Background: an optimization exercise with open tools, aiming at small area, a short achievable clock period and few clock cycles. Do not read the settings as production practice. Where RTL was checked, it was by simulation tests only, not by an equivalence proof against the original.

==> inputs of yarrow <==
Design css_disckey, start of the top module:
module css_disckey (
    input  wire        clk,
    input  wire        rst,         
    input  wire        start,
    output wire        ready,
    output wire [8:0]  slot_addr,
    input  wire [39:0] slot_data,
    output wire        done,
    output wire        found,
    output wire [39:0] disc_key
);
    localparam [15:0] KL0_0 = 16'hDFDC;
    localparam [15:0] KL0_1 = 16'hDDFE;
    localparam [15:0] KL0_2 = 16'h7701;
    localparam [15:0] KL0_3 = 16'h3D3C;
    localparam [15:0] KL0_4 = 16'h6779;
    localparam [15:0] KL0_5 = 16'hCB55;
    localparam [15:0] KL0_6 = 16'hB240;
    localparam [15:0] KL0_7 = 16'h02FC;
    localparam [15:0] KL0_8 = 16'h75B3;
    localparam [15:0] KL0_9 = 16'hD75F;
    localparam [15:0] KL0_10 = 16'hB941;
    localparam [15:0] KL0_11 = 16'h2581;
    localparam [15:0] KL0_12 = 16'hC5DC;
    localparam [15:0] KL0_13 = 16'h148F;
    localparam [15:0] KL0_14 = 16'hD020;
    localparam [15:0] KL0_15 = 16'h2811;
    localparam [15:0] KL0_16 = 16'h8F1A;
    localparam [15:0] KL0_17 = 16'h95F6;
    localparam [15:0] KL0_18 = 16'h4E29;
    localparam [15:0] KL0_19 = 16'hC0B9;
    localparam [15:0] KL0_20 = 16'h88C2;
    localparam [15:0] KL0_21 = 16'h5CF6;
    localparam [15:0] KL0_22 = 16'hEFED;
    localparam [15:0] KL0_23 = 16'hF5C0;
    localparam [15:0] KL0_24 = 16'hEF95;
    localparam [15:0] KL0_25 = 16'h34A9;
    localparam [15:0] KL0_26 = 16'h104F;
    localparam [15:0] KL0_27 = 16'h7470;
    localparam [15:0] KL0_28 = 16'hE7E4;
    localparam [15:0] KL0_29 = 16'hCB7E;
    localparam [15:0] KL0_30 = 16'hCC9E;
    localparam [15:0] KL0_31 = 16'hA6C5;
    localparam [15:0] KL0_32 = 16'h9850;
    localparam [15:0] KL0_33 = 16'hC4EA;
    localparam [15:0] KL0_34 = 16'h0E38;
    localparam [15:0] KL0_35 = 16'h9CAC;
    localparam [15:0] KL0_36 = 16'h1DB9;
    localparam [15:0] KL0_37 = 16'hFC9F;
  ...
==> module css_lane, before the edit <==
module css_lane (
    input  wire        clk,
    input  wire [39:0] kp,      
    input  wire [39:0] base,    
    input  wire [39:0] vc,      
    output wire [39:0] dd,      
    output wire [39:0] c3,      
    output wire [4:0]  eqb      
);
    reg  [39:0] r1;           
    reg  [39:0] r2;           
    reg  [39:0] r3s;          
    reg  [3:0]  r3g;          
    reg  [3:1]  r3p;          
    reg  [39:0] r3c;          
    wire [39:0] d1 = kp ^ base;
    wire [39:0] cand;
    css_mix u_mix (.r1(r1), .kp(kp), .dd(dd), .cand(cand));
    wire [39:0] bsum;
    wire [3:0]  bg;
    wire [3:1]  bp;
    css_key u_key (.ck(r2), .s(bsum), .g(bg), .p(bp));
    css_vfy u_vfy (.s(r3s), .g(r3g), .p(r3p), .cand(r3c), .vc(vc), .eqb(eqb));
    assign c3 = r3c;
    always @(posedge clk) begin
        r1  <= d1;
        r2  <= cand;
        r3s <= bsum;
        r3g <= bg;
        r3p <= bp;
        r3c <= r2;
    end
endmodule
==> module css_mix, before the edit <==
module css_mix (
    input  wire [39:0] r1,
    input  wire [39:0] kp,
    output wire [39:0] dd,
    output wire [39:0] cand
);
    assign dd = {r1[39:8], r1[7:0] ^ r1[39:32]};
    wire [39:0] td;
    genvar g;
    generate
        for (g = 0; g < 5; g = g + 1) begin : g_t1d
            css_t1 u (.a(dd[8*g +: 8]), .t1(td[8*g +: 8]));
        end
    endgenerate
    assign cand = td ^ (kp ^ {dd[31:0], 8'd0});
endmodule
==> module css_key, before the edit <==
module css_key (
    input  wire [39:0] ck,
    output wire [39:0] s,
    output wire [3:0]  g,
    output wire [3:1]  p
);
    wire [39:0] ka, kb;
    css_ks u_ks (.ck(ck), .a(ka), .b(kb));
    wire [8:0] bs [0:4];
    genvar i;
    generate
        for (i = 0; i < 5; i = i + 1) begin : g_bs
            assign bs[i] = {1'b0, ka[8*i +: 8]} + {1'b0, kb[8*i +: 8]};
            assign s[8*i +: 8] = bs[i][7:0];
        end
    endgenerate
    assign g = {bs[3][8], bs[2][8], bs[1][8], bs[0][8]};
    assign p[1] = &(ka[15:8] ^ kb[15:8]);
    assign p[2] = &(ka[23:16] ^ kb[23:16]);
    assign p[3] = &(ka[31:24] ^ kb[31:24]);
endmodule
==> module css_vfy, before the edit <==
module css_vfy (
    input  wire [39:0] s,
    input  wire [3:0]  g,
    input  wire [3:1]  p,
    input  wire [39:0] cand,
    input  wire [39:0] vc,
    output wire [4:0]  eqb
);
    wire [4:1] y;
    assign y[1] = g[0];
    assign y[2] = g[1] | (p[1] & g[0]);
    assign y[3] = g[2] | (p[2] & g[1]) | (p[2] & p[1] & g[0]);
    assign y[4] = g[3] | (p[3] & g[2]) | (p[3] & p[2] & g[1]) | (p[3] & p[2] & p[1] & g[0]);
    wire [39:0] dl;           
    assign dl[7:0] = 8'd0;
    genvar i, j;
    generate
        for (i = 1; i < 5; i = i + 1) begin : g_dl
            assign dl[8*i] = y[i];
            for (j = 1; j < 8; j = j + 1) begin : g_b
                assign dl[8*i + j] = y[i] & (&s[8*i +: j]);
            end
        end
    endgenerate
    wire [39:0] sv = s ^ vc;                                    
    wire [39:0] dv;                                             
    assign dv[39:8] = sv[39:8] ^ dl[39:8];
    assign dv[7:0]  = (sv[7:0] ^ s[39:32]) ^ dl[39:32];
    wire [39:0] ew;
    assign ew[7:0]   = s[7:0] ^ cand[7:0];
    assign ew[15:8]  = s[15:8] ^ (sv[7:0] ^ s[39:32]) ^ cand[15:8];
    assign ew[39:16] = s[39:16] ^ sv[31:8] ^ cand[39:16];
    wire [39:0] want;
    assign want[7:0]   = ew[7:0];
    assign want[15:8]  = ew[15:8] ^ (dl[15:8] ^ dl[39:32]);
    assign want[39:16] = ew[39:16] ^ (dl[39:16] ^ dl[31:8]);
    wire [39:0] tv;
    generate
        for (i = 0; i < 5; i = i + 1) begin : g_t1v
            css_t1 u (.a(dv[8*i +: 8]), .t1(tv[8*i +: 8]));
            assign eqb[i] = (tv[8*i +: 8] == want[8*i +: 8]);
        end
    endgenerate
endmodule
==> flow/config.mk <==
export PLATFORM = sky130hd
export DESIGN_NAME = css_disckey
export DESIGN_NICKNAME = css_disckey
export VERILOG_FILES = /design/flow/design.v
export SDC_FILE = /design/flow/constraint.sdc
export NUM_CORES = 4
export LEC_CHECK = 0
export CAP_MARGIN = 20
export CORE_MARGIN = 2
export CORE_UTILIZATION = 40
export PLACE_DENSITY = 0.6
export SETUP_SLACK_MARGIN = 3.1
export SLEW_MARGIN = 20
export SYNTH_HIERARCHICAL = 1
export SYNTH_MINIMUM_KEEP_SIZE = 200
==> flow/constraint.sdc <==
create_clock -name core_clock -period 6.0 [get_ports {clk}]
set_input_delay 1.2000 -clock core_clock [delete_from_list [all_inputs] [get_ports {clk}]]
set_output_delay 1.2000 -clock core_clock [all_outputs]
set_load 0.01 [all_outputs]
run.sh (not shown) runs the stock make flow with config.mk's settings and CLKGATE_MAP_FILE= SYNTH_SCRIPT=/design/flow/synth_recipe.tcl, a recipe that flattens the netlist after the stock synthesis.
==> ember (differences from yarrow) <==
--- a/flow/design.v
+++ b/flow/design.v
@@ -248,31 +248,8 @@
     reg  [3:1]  r3p;          
     reg  [39:0] r3c;          
+    genvar g;
     wire [39:0] d1 = kp ^ base;
-    wire [39:0] cand;
-    css_mix u_mix (.r1(r1), .kp(kp), .dd(dd), .cand(cand));
-    wire [39:0] bsum;
-    wire [3:0]  bg;
-    wire [3:1]  bp;
-    css_key u_key (.ck(r2), .s(bsum), .g(bg), .p(bp));
-    css_vfy u_vfy (.s(r3s), .g(r3g), .p(r3p), .cand(r3c), .vc(vc), .eqb(eqb));
-    assign c3 = r3c;
-    always @(posedge clk) begin
-        r1  <= d1;
-        r2  <= cand;
-        r3s <= bsum;
-        r3g <= bg;
-        r3p <= bp;
-        r3c <= r2;
-    end
-endmodule
-module css_mix (
-    input  wire [39:0] r1,
-    input  wire [39:0] kp,
-    output wire [39:0] dd,
-    output wire [39:0] cand
-);
     assign dd = {r1[39:8], r1[7:0] ^ r1[39:32]};
     wire [39:0] td;
-    genvar g;
     generate
         for (g = 0; g < 5; g = g + 1) begin : g_t1d
@@ -280,70 +257,59 @@
         end
     endgenerate
-    assign cand = td ^ (kp ^ {dd[31:0], 8'd0});
-endmodule
-module css_key (
-    input  wire [39:0] ck,
-    output wire [39:0] s,
-    output wire [3:0]  g,
-    output wire [3:1]  p
-);
+    wire [39:0] cand = kp ^ td ^ {dd[31:0], 8'd0};
     wire [39:0] ka, kb;
-    css_ks u_ks (.ck(ck), .a(ka), .b(kb));
-    wire [8:0] bs [0:4];
-    genvar i;
+    css_ks u_ks (.ck(r2), .a(ka), .b(kb));
+    wire [8:0]  bs [0:4];     
+    wire [4:0]  bp;           
     generate
-        for (i = 0; i < 5; i = i + 1) begin : g_bs
-            assign bs[i] = {1'b0, ka[8*i +: 8]} + {1'b0, kb[8*i +: 8]};
-            assign s[8*i +: 8] = bs[i][7:0];
+        for (g = 0; g < 5; g = g + 1) begin : g_bs
+            assign bs[g] = {1'b0, ka[8*g +: 8]} + {1'b0, kb[8*g +: 8]};
+            assign bp[g] = &(ka[8*g +: 8] ^ kb[8*g +: 8]);
         end
     endgenerate
-    assign g = {bs[3][8], bs[2][8], bs[1][8], bs[0][8]};
-    assign p[1] = &(ka[15:8] ^ kb[15:8]);
-    assign p[2] = &(ka[23:16] ^ kb[23:16]);
-    assign p[3] = &(ka[31:24] ^ kb[31:24]);
-endmodule
-module css_vfy (
-    input  wire [39:0] s,
-    input  wire [3:0]  g,
-    input  wire [3:1]  p,
-    input  wire [39:0] cand,
-    input  wire [39:0] vc,
-    output wire [4:0]  eqb
-);
+    wire [39:0] bsum = {bs[4][7:0], bs[3][7:0], bs[2][7:0], bs[1][7:0], bs[0][7:0]};
     wire [4:1] y;
-    assign y[1] = g[0];
-    assign y[2] = g[1] | (p[1] & g[0]);
-    assign y[3] = g[2] | (p[2] & g[1]) | (p[2] & p[1] & g[0]);
-    assign y[4] = g[3] | (p[3] & g[2]) | (p[3] & p[2] & g[1]) | (p[3] & p[2] & p[1] & g[0]);
-    wire [39:0] dl;           
-    assign dl[7:0] = 8'd0;
-    genvar i, j;
+    assign y[1] = r3g[0];
+    assign y[2] = r3g[1] | (r3p[1] & r3g[0]);
+    assign y[3] = r3g[2] | (r3p[2] & r3g[1]) | (r3p[2] & r3p[1] & r3g[0]);
+    assign y[4] = r3g[3] | (r3p[3] & r3g[2]) | (r3p[3] & r3p[2] & r3g[1]) | (r3p[3] & r3p[2] & r3p[1] & r3g[0]);
+    wire [39:0] kv;
+    assign kv[7:0] = r3s[7:0];
     generate
-        for (i = 1; i < 5; i = i + 1) begin : g_dl
-            assign dl[8*i] = y[i];
-            for (j = 1; j < 8; j = j + 1) begin : g_b
-                assign dl[8*i + j] = y[i] & (&s[8*i +: j]);
-            end
+        for (g = 1; g < 5; g = g + 1) begin : g_inc
+            assign kv[8*g +: 8] = r3s[8*g +: 8] + {7'd0, y[g]};
         end
     endgenerate
-    wire [39:0] sv = s ^ vc;                                    
-    wire [39:0] dv;                                             
-    assign dv[39:8] = sv[39:8] ^ dl[39:8];
-    assign dv[7:0]  = (sv[7:0] ^ s[39:32]) ^ dl[39:32];
-    wire [39:0] ew;
-    assign ew[7:0]   = s[7:0] ^ cand[7:0];
-    assign ew[15:8]  = s[15:8] ^ (sv[7:0] ^ s[39:32]) ^ cand[15:8];
-    assign ew[39:16] = s[39:16] ^ sv[31:8] ^ cand[39:16];
-    wire [39:0] want;
-    assign want[7:0]   = ew[7:0];
-    assign want[15:8]  = ew[15:8] ^ (dl[15:8] ^ dl[39:32]);
-    assign want[39:16] = ew[39:16] ^ (dl[39:16] ^ dl[31:8]);
+    wire [39:0] dv;
+    assign dv[39:8] = kv[39:8] ^ vc[39:8];
+    assign dv[7:0]  = kv[7:0] ^ kv[39:32] ^ vc[7:0];
     wire [39:0] tv;
     generate
-        for (i = 0; i < 5; i = i + 1) begin : g_t1v
-            css_t1 u (.a(dv[8*i +: 8]), .t1(tv[8*i +: 8]));
-            assign eqb[i] = (tv[8*i +: 8] == want[8*i +: 8]);
+        for (g = 0; g < 5; g = g + 1) begin : g_t1v
+            css_t1 u (.a(dv[8*g +: 8]), .t1(tv[8*g +: 8]));
+        end
+    endgenerate
+    wire [39:0] want = kv ^ {dv[31:0], 8'd0} ^ r3c;    
+    generate
+        for (g = 0; g < 5; g = g + 1) begin : g_eq
+            css_eq8 u (.a(tv[8*g +: 8]), .b(want[8*g +: 8]), .eq(eqb[g]));
         end
     endgenerate
+    assign c3 = r3c;
+    always @(posedge clk) begin
+        r1  <= d1;
+        r2  <= cand;
+        r3s <= bsum;
+        r3g <= {bs[3][8], bs[2][8], bs[1][8], bs[0][8]};
+        r3p <= bp[3:1];
+        r3c <= r2;
+    end
+endmodule
+module css_eq8 (
+    input  wire [7:0] a,
+    input  wire [7:0] b,
+    output wire       eq
+);
+    assign eq = (a == b);
 endmodule
 module css_ks (
==> flow/flow/run.sh (new file) <==
#!/bin/bash
set -euo pipefail
export BUFFER_PORTS_ARGS="-buffer_cell sky130_fd_sc_hd__buf_2"
bash standard.sh > standard.log 2>&1
==> flow/standard.sh (new file) <==
#!/bin/bash
# synth_recipe.tcl (not shown) runs the flow's synth.tcl, then flattens the netlist and writes it again
# the make line also repeats each setting of config.mk as NAME=value (left out here)
make -C /OpenROAD-flow-scripts/flow DESIGN_CONFIG=/design/flow/config.mk WORK_HOME=/design/flow/orfs CLKGATE_MAP_FILE= SYNTH_SCRIPT=/design/flow/synth_recipe.tcl "${@:-finish}"
CORE_UTILIZATION = 50   (was 40)
PLACE_DENSITY = 0.7   (was 0.6)
SETUP_SLACK_MARGIN = 3.0   (was 3.1)
SYNTH_MINIMUM_KEEP_SIZE = default   (was 200)
removed: flow/run.sh
==> impl_results.md <==
* Non-Filler Instances at 4900
* WP buf/inv at 2
* Total track usage at 0.262
* CP peak stage delay at 0.48 ns
* Status: complete, no violations
# the run above: yarrow

==> impl_results.md <==
* Status: complete, no violations
* HP Class: reg2reg
* Multi-input combinational area share at 0.572
* Total track usage at 0.288
* Ys Warns at 8
* WP buf/inv at 1
* Wire length on met1 at 42400 microns
* Via count at 24100
* CP peak stage delay at 0.42 ns
* Non-Filler Instances at 4170
# the run above: ember

Testbench counts of ember, summed over its fixed seeds: cycles 138,818.
Function not checked in yarrow: the RTL went through the layout flow alone.

[static timing again, ports no longer ideal]
In the flow no input, the clock included, has a driving cell. The finished layouts below were timed again as built, in two steps. Step 1 (the two cells are an assumption about what drives the block):
set clk [get_ports {clk}]
set_driving_cell -lib_cell sky130_fd_sc_hd__clkbuf_16 $clk
set_driving_cell -lib_cell sky130_fd_sc_hd__buf_2 [delete_from_list [all_inputs] $clk]
Step 2 adds t to the input delays and takes it off the output delays; t is the mean of the earliest and latest rising clock arrival at the registers after step 1. Input paths then give back, and output paths get back, about the clock's delay inside the block. a / b / c = ideal / step 1 / step 2; a / b = the first two.
run	t, ns	setup slack, ns	slew at the worst register clock pin (ns)
yarrow	0.710	2.775 / 2.775 / 2.524	0.07 / 0.07
ember	0.696	3.045 / 3.045 / 2.938	0.07 / 0.07
After both steps setup and hold are still met in every run listed. For yarrow, which loses most, drivers alone change the setup slack by 0.000 ns; drivers and shift together by -0.251 ns.
